What follows belongs to an exercise in optimizing a design on an open flow for small area, a short achievable clock period and few clock cycles per item; a production flow would make more cautious choices.
In this exercise RTL edits were held to simulation tests only and were not proved equivalent to the original.
Power figures rest on the tool's default switching activity, not on a simulated workload.

`flow/design.v`:
```
module shce_build (
    input  wire        clk,
    input  wire        rst,
    input  wire        wr_en,
    input  wire [4:0]  wr_sym,
    input  wire [15:0] wr_freq,
    input  wire        start,
    output wire        ready,
    output reg         done,
    input  wire [4:0]  rd_sym,
    output wire [5:0]  rd_len,
    output wire [30:0] rd_code,
    output reg  [5:0]  nsyms,
    output reg  [5:0]  maxlen,
    output reg         empty
);
    localparam N   = 32;           
    localparam NI  = N - 1;        
    localparam WW  = 21;           
    localparam S_IDLE   = 3'd0,
               S_SCAN   = 3'd1,
               S_MERGE  = 3'd2,
               S_DEPTH  = 3'd3,
               S_COUNT  = 3'd4,
               S_FIRST  = 3'd5,
               S_ASSIGN = 3'd6;
    reg [2:0]  state;
    reg [15:0] freq   [0:N-1];
    reg [5:0]  len_t  [0:N-1];
    reg [30:0] code_t [0:N-1];
    reg [WW-1:0] iw      [0:NI-1];      
    reg [4:0]    parent  [0:N+NI-1];    
    reg [5:0]    idepth  [0:NI-1];      
    reg [N+NI-1:0] alive;               
    reg [5:0]    nleaf;                 
    reg [4:0]    k;                     
    reg [5:0]    i;                     
    reg          m1v, m2v;              
    reg [WW-1:0] m1w, m2w;
    reg [5:0]    m1i, m2i;
    reg [5:0]  blcount [0:N-1];         
    reg [30:0] nextc   [0:N-1];         
    reg [31:0] code;
    reg [4:0]  j;                       
    assign ready   = (state == S_IDLE);
    assign rd_len  = len_t[rd_sym];
    assign rd_code = code_t[rd_sym];
    reg [5:0] nz_count;
    integer c;
    always @* begin
        nz_count = 6'd0;
        for (c = 0; c < N; c = c + 1)
            nz_count = nz_count + {5'd0, freq[c] != 16'd0};
    end
    wire [WW-1:0] node_w = (i < N) ? {{(WW-16){1'b0}}, freq[i[4:0]]}
                                   : iw[i[4:0]];
    wire [5:0] child_depth = idepth[parent[i]] + 6'd1;
    wire [31:0] first_code = (j == 5'd1) ? 32'd0
                           : ((code + {26'd0, blcount[j - 5'd1]}) << 1);
    integer n;
    always @(posedge clk) begin
        if (rst) begin
            state <= S_IDLE;
            done  <= 1'b0;
            for (n = 0; n < N; n = n + 1)
                freq[n] <= 16'd0;
        end else begin
            done <= 1'b0;
            case (state)
            S_IDLE: begin
                if (start) begin
                    nleaf <= nz_count;
                    k     <= 5'd0;
                    for (n = 0; n < N; n = n + 1)
                        alive[n] <= (freq[n] != 16'd0);
                    alive[N+NI-1:N] <= {NI{1'b0}};
                    maxlen <= 6'd0;
                    if (nz_count < 6'd2) begin
                        i     <= N - 1;
                        state <= S_DEPTH;
                    end else begin
                        i     <= 6'd0;
                        m1v   <= 1'b0;
                        m2v   <= 1'b0;
                        state <= S_SCAN;
                    end
                end else if (wr_en) begin
                    freq[wr_sym] <= wr_freq;
                end
            end
            S_SCAN: begin
                if (alive[i]) begin
                    if (!m1v || node_w < m1w) begin
                        m2v <= m1v;  m2w <= m1w;  m2i <= m1i;
                        m1v <= 1'b1; m1w <= node_w; m1i <= i;
                    end else if (!m2v || node_w < m2w) begin
                        m2v <= 1'b1; m2w <= node_w; m2i <= i;
                    end
                end
                if (i == N + k - 1)
                    state <= S_MERGE;
                else
                    i <= i + 6'd1;
            end
            S_MERGE: begin
                iw[k]          <= m1w + m2w;
                alive[m1i]     <= 1'b0;
                alive[m2i]     <= 1'b0;
                alive[N + k]   <= 1'b1;
                parent[m1i]    <= k;
                parent[m2i]    <= k;
                if ({1'b0, k} == nleaf - 6'd2) begin
                    i     <= N + k;
                    state <= S_DEPTH;
                end else begin
                    k     <= k + 5'd1;
                    i     <= 6'd0;
                    m1v   <= 1'b0;
                    m2v   <= 1'b0;
                    state <= S_SCAN;
                end
            end
            S_DEPTH: begin
                if (i >= N) begin
                    if (i - N == {1'b0, k})
                        idepth[i[4:0]] <= 6'd0;
                    else
                        idepth[i[4:0]] <= child_depth;
                end else begin
                    if (freq[i[4:0]] == 16'd0) begin
                        len_t[i[4:0]] <= 6'd0;
                    end else if (nleaf == 6'd1) begin
                        len_t[i[4:0]] <= 6'd1;
                        if (maxlen < 6'd1) maxlen <= 6'd1;
                    end else begin
                        len_t[i[4:0]] <= child_depth;
                        if (maxlen < child_depth) maxlen <= child_depth;
                    end
                end
                if (i == 6'd0) begin
                    for (n = 0; n < N; n = n + 1)
                        blcount[n] <= 6'd0;
                    j     <= 5'd0;
                    state <= S_COUNT;
                end else begin
                    i <= i - 6'd1;
                end
            end
            S_COUNT: begin
                if (len_t[j] != 6'd0)
                    blcount[len_t[j][4:0]] <= blcount[len_t[j][4:0]] + 6'd1;
                if (j == N - 1) begin
                    j     <= 5'd1;
                    code  <= 32'd0;
                    state <= S_FIRST;
                end else begin
                    j <= j + 5'd1;
                end
            end
            S_FIRST: begin
                nextc[j] <= first_code[30:0];
                code     <= first_code;
                if (j == N - 1) begin
                    j     <= 5'd0;
                    state <= S_ASSIGN;
                end else begin
                    j <= j + 5'd1;
                end
            end
            S_ASSIGN: begin
                if (len_t[j] != 6'd0) begin
                    code_t[j]               <= nextc[len_t[j][4:0]];
                    nextc[len_t[j][4:0]]    <= nextc[len_t[j][4:0]] + 31'd1;
                end else begin
                    code_t[j] <= 31'd0;
                end
                if (j == N - 1) begin
                    nsyms <= nleaf;
                    empty <= (nleaf == 6'd0);
                    done  <= 1'b1;
                    state <= S_IDLE;
                end else begin
                    j <= j + 5'd1;
                end
            end
            default: state <= S_IDLE;
            endcase
        end
    end
endmodule
```
`flow/run.sh`:
```
#!/bin/bash
# synth_recipe.tcl (not shown) runs the flow's synth.tcl, then flattens the netlist and writes it again
# the make line also repeats each setting of config.mk as NAME=value (left out here)
make -C /OpenROAD-flow-scripts/flow DESIGN_CONFIG=/design/flow/config.mk WORK_HOME=/design/flow/orfs CLKGATE_MAP_FILE= SYNTH_SCRIPT=/design/flow/synth_recipe.tcl finish
```
`flow/config.mk`:
```
export PLATFORM = sky130hd
export DESIGN_NAME = shce_build
export DESIGN_NICKNAME = shce_build
export VERILOG_FILES = /design/flow/design.v
export SDC_FILE = /design/flow/constraint.sdc
export NUM_CORES = 4
export LEC_CHECK = 0
export CAP_MARGIN = 20
export CORE_MARGIN = 2
export CORE_UTILIZATION = 40
export PLACE_DENSITY = 0.6
export SLEW_MARGIN = 20
```
`flow/constraint.sdc`:
```
create_clock -name core_clock -period 10.0 [get_ports {clk}]
set_input_delay 2.0000 -clock core_clock [delete_from_list [all_inputs] [get_ports {clk}]]
set_output_delay 2.0000 -clock core_clock [all_outputs]
set_load 0.01 [all_outputs]
```
==> flow_summary.yaml <==
logic_synthesis:
  synth_cells: 10400
  syn_avg_cell_area_um2: 17.3
  yosysTopAreaCell: "edfxtp_1"
  syn-num-nets: 10600
  yosys_warnings: 2
  synth-edff-count: 4215
  synthesis.area_um2: 181000
  ys_seq_elements: 4225
  synth.distinct_cells: 93
  synth_area_leaders: "edfxtp_1 70%, mux4_2 12%, and2_1 1.9%"
  async_reset_ff_share_pct: 0
  synthFlopType: "edfxtp_1"
  yosysTopAreaCellShare_pct: 70.1
  ys_seq_area_share_pct: 70.2
global_routing:
  grtUsageTotal_pct: 22.5
  globalRouteMet2Util_pct: 36.5
  antenna_found_initial: 14
  grt_max_degree: 115
  grt_pass1_vias: 101000
  met1_usage_pct: 31.1
  grt_pass1_wl_um: 745000
  top_usage_layer: "met2"
  grt.overflow.total: 0
  met3_usage_pct: 3.36
sta:
  skew_ps: 79.0
  maxClockFrequency_mhz: 121
  fin_hold_ws_ps: 549
  slew_viol_final: 0
  fin_ws_ps: 1770
  finalSetupViolCount: 0
  min_period_ps: 8230
  finalHoldViolations: 0
  worst_slew_margin_rel_pct: 15.4
  finalCritPeriodShare_pct: 82.3
  worstMarginPinSlew_ps: 1260
  tns_ps: 0
  rsz0062_at_grt: "false"
setup_path:
  start_kind: "register"
  critPathKind: "reg2reg"
  cp_max_fo: 66
  crit_chain: "buf_4 > inv_1 > ha_2 > nand2_1 > mux2i_1 > a2111oi_2 > nand2_1 > mux2_8 > buf_12 > mux2_1 > nand4_1 > o2111ai_1 > nor3_1 > buf_4 > or4_4 > or3_1 > nor4_1 > a21oi_1 > o31ai_4 > buf_6"
  critical_path.max_stage_delay_ps: 860
  crit_required_ps: 10780
  end_kind: "register"
  crit_arrival_ps: 9020
  cp_slowest_cell: "mux2_8"
cts:
  clock_sinks: 4225
  cts.repair.resized: 0
  clkSlewWorstSetupHoldPaths_ps: 60
  cts_hold_buf: 0
  numCtsBuffers: 436
  cts_tree: "yes"
  cts_buffer_depth: 4
  root_buffer: "clkbuf_16"
  cts_setup_buffers: 0
  worstSkewPairLatency_ps: 1010
  h-tree-depth: 5
detailed_routing:
  viasPerCell: 5.99
  drt_drc_violations_left: 0
  vias: 101000
  detail_route.wirelength_um: 522000
  post_drt_wl_per_cell_um: 30.8
  drt_first_pass_iters: 6
  ant_nets: 0
  drt_iter0_drc: 12500
final_layout:
  layout-drive-gt1-share_pct: 22.1
  area_delta_synth_final_pct: 13.3
  final_area_um2: 204000
  nets: 10800
floorplan:
  die_h_um: 676
  rows: 246
  core-area_um2: 449000
  io_pins: 82
  fp.dieW_um: 676
  die_area_um2: 457000
  initial_core_util_pct: 40.2
placed_design:
  io_buffers: 81
  place_ws_ps: 1390
  placed_area_um2: 190000
  gp_congestion: 0.950
  hpwl_um: 322000
power_and_ir_drop:
  pwr_density_cell_nw_per_um2: 201
  p_comb_share_pct: 10.9
  cellLeakagePower_uw: 0.0656
  switchingPower_uw: 9970
  p_int_uw: 31100
  power.share.switching_pct: 24.3
  power.share.sequential_pct: 49.7
  ir_worst_vdd_v: 0.000298
  clkPwrFrac_pct: 39.4
flow_run:
  cap_viol_max_count: 0
hold_path:
  hp-class: "reg2reg"
status:
  outcome: "finished clean"
[metal layers]
layer  vias to the layer above  wire length [um]
li1                      42000                 -
met1                     53800            213000
met2                      4744            249000
met4                         8             20600
met3                       941             39800
met5                         -                47
[cell usage in the layout (no fill, tap or decap), types with 70 or more instances in the layout]
cell type and count:
a21oi_1 145, a22oi_1 220, and2_1 538, and3_1 107, buf_4 339, clkbuf_1 86
clkbuf_16 444, clkinv_1 101, clkinv_2 70, edfxtp_1 4215, ha_1 104, inv_1 129
mux2_2 132, mux2i_1 229, mux4_2 999, nand2_1 642, nand3_1 266, nand4_1 74
nor2_1 535, nor2_4 92, nor2b_1 82, nor3_1 82, nor4_1 144, o21ai_0 124
[power groups by stage]
stage	Combinational, uW	Clock [uW]	Sequential [uW]
2_1_floorplan	2680	0	20700
3_3_place_gp	4340	0	20700
3_5_place_dp	4450	0	20800
4_1_cts	4450	16400	20400
5_1_grt	4740	17100	20400
6_report	4470	16200	20400
[logic make-up (layout without fill, tap and decap cells)]
family | after synthesis | count (layout) | synth area share, %
muxes | 1382 | 1382 | 14.8
and+or+nand+nor | 2860 | 2860 | 7.99
adders and majority gates | 132 | 132 | 1.03
DFF | 4225 | 4225 | 70.2
other | 0 | 8 | 0
xor gates and xnor gates | 109 | 109 | 0.529
buffers and inverters | 797 | 1376 | 1.97
AOI/OAI and AO/OA | 901 | 901 | 3.45
[synth_stat cells (all sizes together), types with 12 or more instances]
library cell  instances
nor4                150
a21oi               147
buf                 237
a31oi                64
a311oi               12
or4                  12
and2                543
ha                  105
nor3b                12
o21ai               147
edfxtp             4215
inv                 129
nor2                672
or3                  29
nand3b               21
a22oi               220
and4                 30
a22o                 36
clkbuf              430
o211ai               13
mux4               1011
nand3               266
or2                  44
nor3                 91
o22ai                36
nand4                74
o2111ai              15
fa                   27
a21o                 19
mux2                139
a32oi                41
nand2b               42
xnor2                62
mux2i               232
xor2                 47
and3                108
nor2b                88
nand2               643
a221oi               24
[stage by stage]
stage	utilization [%]	std cells	total power [uW]
finish	45.5	16900	41000
global route	45.5	16900	42200
CTS	45.5	16900	41200
detailed placement	42.3	16100	25200
global placement	42.3	16100	25100
floorplan	-	10400	23300
[critical path: cells and delay by family (launching register included)]
kind / cells / cell delay, ps
AOI/OAI and AO/OA: 4 / 1320
muxes: 3 / 1250
adders and majority gates: 1 / 460
buffers and inverters: 5 / 1370
DFF: 1 / 350
and+or+nand+nor: 7 / 3050
[registers in the layout, indices dropped and copies added (netlist names), 29 cells and up, named ones only]
register / count
len_t: 192
freq: 512
code_t: 992
blcount: 192
nextc: 992
parent: 315
alive: 63
iw: 651
idepth: 186
code: 29
[layout make-up]
class	count	area (um2)
repair buffers	453	3940
multi-input cells	5384	51700
fillers	38000	245000
inverters	130	488
well taps	5952	7450
clock buffers	530	11400
clock inverters	263	2660
flip-flops and latches	4225	127000
diodes	8	20.0
[path summary, 6_finish.rpt]
check	start	end	slack (ps)	cells after the start
worst max-delay path	j[0]	nextc[5][28]	1770	20
worst min-delay path	nleaf[2]	nsyms[2]	550	0
worst max register to register	j[0]	nextc[5][28]	1770	20
worst min register to register	nleaf[2]	nsyms[2]	550	0
Testbench counts, summed over its fixed seeds: cycles 315,269, builds 240.

## static timing again, ports no longer ideal
In the flow no input, the clock included, has a driving cell. The finished layout below was timed again as built, in two steps.
Step 1 sets driving cells, clkbuf_16 on the clock port and buf_2 on the other inputs (assumed; they add their load-dependent delay and slew).
Step 2 times the ports against the registers' clock, not the clock port: input delays grow and output delays shrink by t, the midpoint of the rising clock arrivals with the driver on.
Three values: ideal ports, drivers, drivers and shift; two values: the first two.
t (ns): 1.077
setup WS [ns]: 1.766 / 1.719 / 1.719
clock arrival spread, ns: 0.085 / 0.084
worst slew at a driven data input, ns: 0.10
cell pins on the clock port's net: 1
After both steps setup and hold are still met in this run. For this run, drivers alone change the setup slack by -0.047 ns; drivers and shift together by -0.047 ns.
